Source: an optimization exercise on an open RTL-to-GDS flow (aim: small area and a short achievable clock period). Production flows keep margins and buffers that such runs may drop. Function was checked by simulation only, so behaviour that the tests miss may differ from the original.

==> flow/design.v (outline; a module is shown in full before it is edited, if it fits) <==
// module infoled_frame_encoder: 21 lines
// module infoled_pattern_clock: 1981 lines
// module infoled_fa: 4 lines
// module infoled_ha: 4 lines
// module infoled_core: 148 lines
module infoled_core (
    input  wire        clk,
    input  wire        rst,
    input  wire [31:0] now_us,
    input  wire        cmd_valid,
    input  wire [18:0] cmd_word,
    input  wire [5:0]  sym_rd_addr,
    output wire        out_symbol_value,
    output wire [7:0]  out_brightness,
    output wire        out_flatten,
    output wire [7:0]  ri_brightness,
    output wire        ri_calib_active,
    output wire [3:0]  ri_calib_index,
    output wire        ri_frame_active,
    output wire [5:0]  ri_frame_index,
    output wire [1:0]  checksum,
    output wire [15:0] payload_q,
    output wire [31:0] epoch_q,
    output wire [4:0]  status,
    output wire        sym_rd_data,
    output wire        sym_rd_valid
);
  // ...
==> flow/flow/run.sh <==
#!/bin/bash
set -euo pipefail
export BUFFER_PORTS_ARGS="-buffer_cell sky130_fd_sc_hd__buf_1"
bash standard.sh finish > standard_flow.log 2>&1
==> flow/standard.sh <==
#!/bin/bash
# synth_recipe.tcl (not shown) runs the flow's synth.tcl, then flattens the netlist and writes it again
# the make line also repeats each setting of config.mk as NAME=value (left out here)
make -C /OpenROAD-flow-scripts/flow DESIGN_CONFIG=/design/flow/config.mk WORK_HOME=/design/flow/orfs CLKGATE_MAP_FILE= SYNTH_SCRIPT=/design/flow/synth_recipe.tcl "${@:-finish}"
==> flow/config.mk <==
export PLATFORM = sky130hd
export DESIGN_NAME = infoled_core
export DESIGN_NICKNAME = infoled_core
export VERILOG_FILES = /design/flow/design.v
export SDC_FILE = /design/flow/constraint.sdc
export NUM_CORES = 4
export LEC_CHECK = 0
export ABC_AREA = 1
export CAP_MARGIN = 20
export CORE_MARGIN = 2
export CORE_UTILIZATION = 55
export SLEW_MARGIN = 20
==> flow/constraint.sdc <==
create_clock -name core_clock -period 200.0 [get_ports {clk}]
set_input_delay 40.0000 -clock core_clock [delete_from_list [all_inputs] [get_ports {clk}]]
set_output_delay 40.0000 -clock core_clock [all_outputs]
set_load 0.01 [all_outputs]
==> impl_results.md, run 1 <==
* Req. time, crit path at 160.00 ns
* Initial core utilization at 0.560
* Most common cell after layout, fill and taps aside: inv_1
* M3 GR Usage at 0.0169
* Fillers at ~2700
* RSZ-0062 raised after global routing: false
* Die Area at 0.0298 mm2
* Total global routing overflow at 0
* Final setup margin at 76.51 ns
* Tcrit/Tclk final at 0.617
* Seq Cell Count at 53
* Worst Setup EP: ri_brightness[0]
* Clock buf count at 5
* R2r setup slk at 198.06 ns
* Max Used Layer: met4
* Skew-Pair Late Insertion Delay at 0.30 ns
* Post-CTS Resized at 0
* CP Launch Point: now_us[0]
* Crit path time final at 123.49 ns
* Multi-In Gates at 1551
* Post-CTS setup buffers at 0
* Status: finished clean
* Largest area contributor in the netlist: fa_1
* Rows at 61
* Asr flop ratio synth at 0
* Max Fanout on Critical Path at 26
* Hold Path Cell Cnt at 2
* Post-synthesis register bit count at 53
==> inputs of run 2 (changes only) <==
==> flow/run.sh (new file) <==
#!/bin/bash
# synth_recipe.tcl (not shown) runs the flow's synth.tcl, then flattens the netlist and writes it again
# the make line also repeats each setting of config.mk as NAME=value (left out here)
make -C /OpenROAD-flow-scripts/flow DESIGN_CONFIG=/design/flow/config.mk WORK_HOME=/design/flow/orfs CLKGATE_MAP_FILE= SYNTH_SCRIPT=/design/flow/synth_recipe.tcl finish
removed: flow/flow/run.sh
removed: flow/standard.sh
==> run 2 against run 1 <==
Against the previous run: die area is the same; utilization up 3.3 points; critical path type unchanged; clock skew up 0.0035 ns; flip-flop and latch count unchanged; highest routed layer is now met5; fmax down 0.68%; via count up 0.90%; non-clock buffer count up 1.
==> impl_results.md, run 2 <==
* Status: finished clean (unchanged)
* Largest net degree at the start of global routing at 62 (unchanged)
* Area Growth Syn to Fin at 11.3% (was 5.45%)
* Top_reg_cell synth: dfxtp_1 (unchanged)
* Most common cell in the netlist: inv_1 (unchanged)
* Top delay family on crit path: adder cells (unchanged)
* Crit path kind: input pin to primary output (unchanged)
* Syn nets at 2547 (unchanged)
* Commonest cells post-synth: 490 x inv_1, 435 x nand2_1, 252 x fa_1 (unchanged)
* Req. time, crit path at 160.00 ns (about the same)
* CTS tree: done (unchanged)
* Reg2Reg Depth at 5 (unchanged)
* Max Fanout on Critical Path at 26 (unchanged)
* Rows at 61 (unchanged)
* Data arrival, critical path at 84.34 ns (was 83.49 ns)
* Clock sinks at 53 (unchanged)
* Commonest cells after routing, fill and taps aside: 490 x inv_1, 435 x nand2_1, 252 x fa_1 (unchanged)
* Average wire per standard cell at 14.7 um (was 14.4 um)
* Synthesized instance count at 2161 (unchanged)
* CORE AREA at 0.0279 mm2 (unchanged)
* Final Hold Viols at 0 (unchanged)
* Max reg flops at 32 (unchanged)
* Worst slew pin tran at 0.973 ns (was 0.992 ns)
* Worst hold endpoint: err_illegal$_SDFFE_PP0P_ (unchanged)
* Die Area at 0.0298 mm2 (unchanged)
* Clk slew on worst S/H paths at 0.08 ns (about the same)
* I/O Buffers at 146 (unchanged)
* Clk_skew at 0.00672 ns (was 0.00322 ns)
* Cell mode on critical path: fa_1 (unchanged)
* Largest Register: epoch (unchanged)
* Worst path max stage delay at 0.95 ns (was 0.94 ns)
* Number of flops mapped to enable cells by yosys at 0 (unchanged)
* First-pass GRT wire length at 65.7 mm (was 64.1 mm)
* Clk root buf: clkbuf_16 (unchanged)
* Fmax at 8.04 MHz (was 8.10 MHz)
* Cell Area, Synth at 0.0157 mm2 (unchanged)
* Crit path launch type: input pin (unchanged)
* TritonCTS Buffers at 5 (unchanged)
* Critical path capture point type: primary output (unchanged)
* Final setup margin at 75.66 ns (was 76.51 ns)
* R2r setup slk at 197.95 ns (was 198.06 ns)
* Die width at 173 um (unchanged)
* Hold Crit Class: flop to flop (unchanged)
* Number of library cell types mapped by synthesis at 63 (unchanged)
* Buf/Inv on CP at 33 (was 31)
* Via-to-Cell Ratio at 5.08 (was 5.04)
* First-pass DRT Iterations at 5 (unchanged)
* Share of layout cells above drive strength 1 at 0.0603 (was 0.0599)
* Gr usage total at 0.266 (was 0.260)
* Total global routing overflow at 0 (unchanged)
* Setup violators final at 0 (unchanged)
* Area contributors post-synth: fa_1 32%, inv_1 12%, nand2_1 10%, dfxtp_1 6.8%, ha_1 5.9% (unchanged)
* Most common cell after layout, fill and taps aside: inv_1 (unchanged)
* Pre-CTS WS at 75.83 ns (was 76.53 ns)
* Worst path slowest cell: fa_1 (unchanged)
* RSZ-0062 raised after global routing: false (unchanged)
* Die height at 173 um (unchanged)
* Post-synthesis register bit count at 53 (unchanged)
* GP Congestion at 0.925 (was 0.899)
* Asr flop ratio synth at 0 (unchanged)
* Yosys top cell area share at 0.322 (unchanged)
* Max Root-Sink Buffers at 2 (unchanged)
* Hold Path Cell Cnt at 2 (unchanged)
* WL final at 39.1 mm (was 38.1 mm)
* Post-DP HPWL at 33.8 mm (was 33.0 mm)
* Antenna viol nets, final at 0 (unchanged)
* Final Util at 0.624 (was 0.591)
* Iter 0 DRT Violations at 754 (was 844)
* Initial core utilization at 0.560 (unchanged)
* Antenna diode count at 0 (unchanged)
* Largest area contributor in the netlist: fa_1 (unchanged)
* Worst R2R Start: en$_SDFFE_PP0P_ (unchanged)
* Setup_tns at 0 ns (unchanged)
* Ys Warns at 1 (unchanged)
* Nets at 2658 (was 2657)
* Placed Area at 0.0173 mm2 (was 0.0163 mm2)
* Number of I/O pins at 147 (unchanged)
* Post-CTS Resized at 0 (unchanged)
* DRC Markers at 0 (unchanged)
* Vias in the first global route at 13400 (was 13100)
* Top flop regs: epoch (32), payload (16), pattern (2) (unchanged)
* Worst R2R End: payload[0]$_SDFFE_PP0P_ (was payload[8]$_SDFFE_PP0P_)
* Min-delay src: err_illegal$_SDFFE_PP0P_ (unchanged)
* Max Transition Viols Final at 0 (unchanged)
* Max H-tree Level at 2 (unchanged)
* Slew Limit Headroom at 0.351 (was 0.339)
* DR vias at 13500 (was 13300)
* Max Cap Viol at 0 (unchanged)
* Crit path time final at 124.34 ns (was 123.49 ns)
* Syn Area/Cell at 7.24 um2 (unchanged)
* Cts hold-fix bufs at 0 (unchanged)
* Post-CTS setup buffers at 0 (unchanged)
* Post-route cell area at 0.0174 mm2 (was 0.0165 mm2)
* Skew-Pair Late Insertion Delay at 0.30 ns (about the same)
* Sequential fraction of the synthesis area at 0.0678 (unchanged)
* Tcrit/Tclk final at 0.622 (was 0.617)
* Initial antenna violation count at 1 (was 0)
* Fillers at 2632 (was 2730)
run 2: final cells by class:
type / count / area [um2] / share of cell area
clock inverter: 3 / 28.8 / 0.00165
inverter: 509 / 1930 / 0.111
clock buffer: 5 / 125 / 0.00718
timing repair buffer: 152 / 1520 / 0.0872
sequential: 53 / 1060 / 0.0609
tap: 378 / 473 / 0.0271
multi-input combinational: 1551 / 12300 / 0.705
run 2: cells by family (layout without fill, tap and decap cells):
group,after synthesis,in the layout,share of synthesized area
simple gates,875,875,0.252
flops,53,53,0.0678
compound gates,228,228,0.0820
buf+inv,557,669,0.147
mux,1,1,0.000639
fa+ha+maj,326,326,0.381
xor+xnor,121,121,0.0691
run 2: through the flow:
| step | std cells | hold slack [ns] |
|---|---|---|
| 5_1_grt | 2651 | 0.482 |
| 6_report | 2651 | 0.454 |
| 3_5_place_dp | 2642 | 0.445 |
| 4_1_cts | 2650 | 0.459 |
| 2_1_floorplan | 2161 | 0.426 |
| 3_3_place_gp | 2642 | 0.440 |
run 2: how the worst max path moves through the flow:
| stage | start | end | slack, ns | cells after the start |
|---|---|---|---|---|
| after floorplan | now_us[0] | ri_brightness[0] | 79.55 | 203 |
| after global placement | now_us[0] | ri_brightness[0] | 76.78 | 198 |
| after detailed placement | now_us[0] | out_brightness[0] | 75.83 | 199 |
| after CTS | now_us[0] | out_brightness[0] | 75.70 | 200 |
| after global routing | now_us[0] | ri_brightness[0] | 72.46 | 199 |
| final | now_us[0] | ri_brightness[0] | 75.66 | 200 |
run 2: layer usage:
| layer | up-vias | track usage | share of wire |
|---|---|---|---|
| met1 | 6360 | 0.369 | 0.47 |
| met4 | 2 | 0.0611 | 0.020 |
| met2 | 311 | 0.456 | 0.47 |
| met3 | 45 | 0.0220 | 0.038 |
| met5 | - | 0 | 0.00036 |
| li1 | 6748 | - | - |
run 2: worst reg2reg max path, delay by kind of cell (launching register included):
kind                   cells  cell delay, ns
buffers and inverters      1            0.57
DFF                        1            0.45
and+or+nand+nor            4            0.95

-- separate check: timing with driven ports --
In the flow no input, the clock included, has a driving cell. The finished layouts below were timed again as built, in two steps. Step 1, drivers: a clkbuf_16 drives clk and a buf_2 each remaining input, both assumed. Step 2 moves the port delays by t, midway between the first and last clock arrival at a register: inputs arrive t later, outputs are due t later. That takes back most of the time a late clock gives input paths. a / b / c = no drivers / after step 1 / after step 2; a / b = the first two.
run | t, ns | setup WS [ns] | worst setup path after step 2 | slew at the worst register clock pin (ns) | cell pins on the clock port's net
run 1 | 0.330 | 76.508 / 76.479 / 76.479 | input to output | 0.08 / 0.08 | 1
run 2 | 0.340 | 75.656 / 75.630 / 75.630 | input to output | 0.08 / 0.08 | 1
After both steps setup and hold are still met in every run listed. For run 1, which loses most, drivers alone change the setup slack by -0.029 ns; drivers and shift together by -0.029 ns.
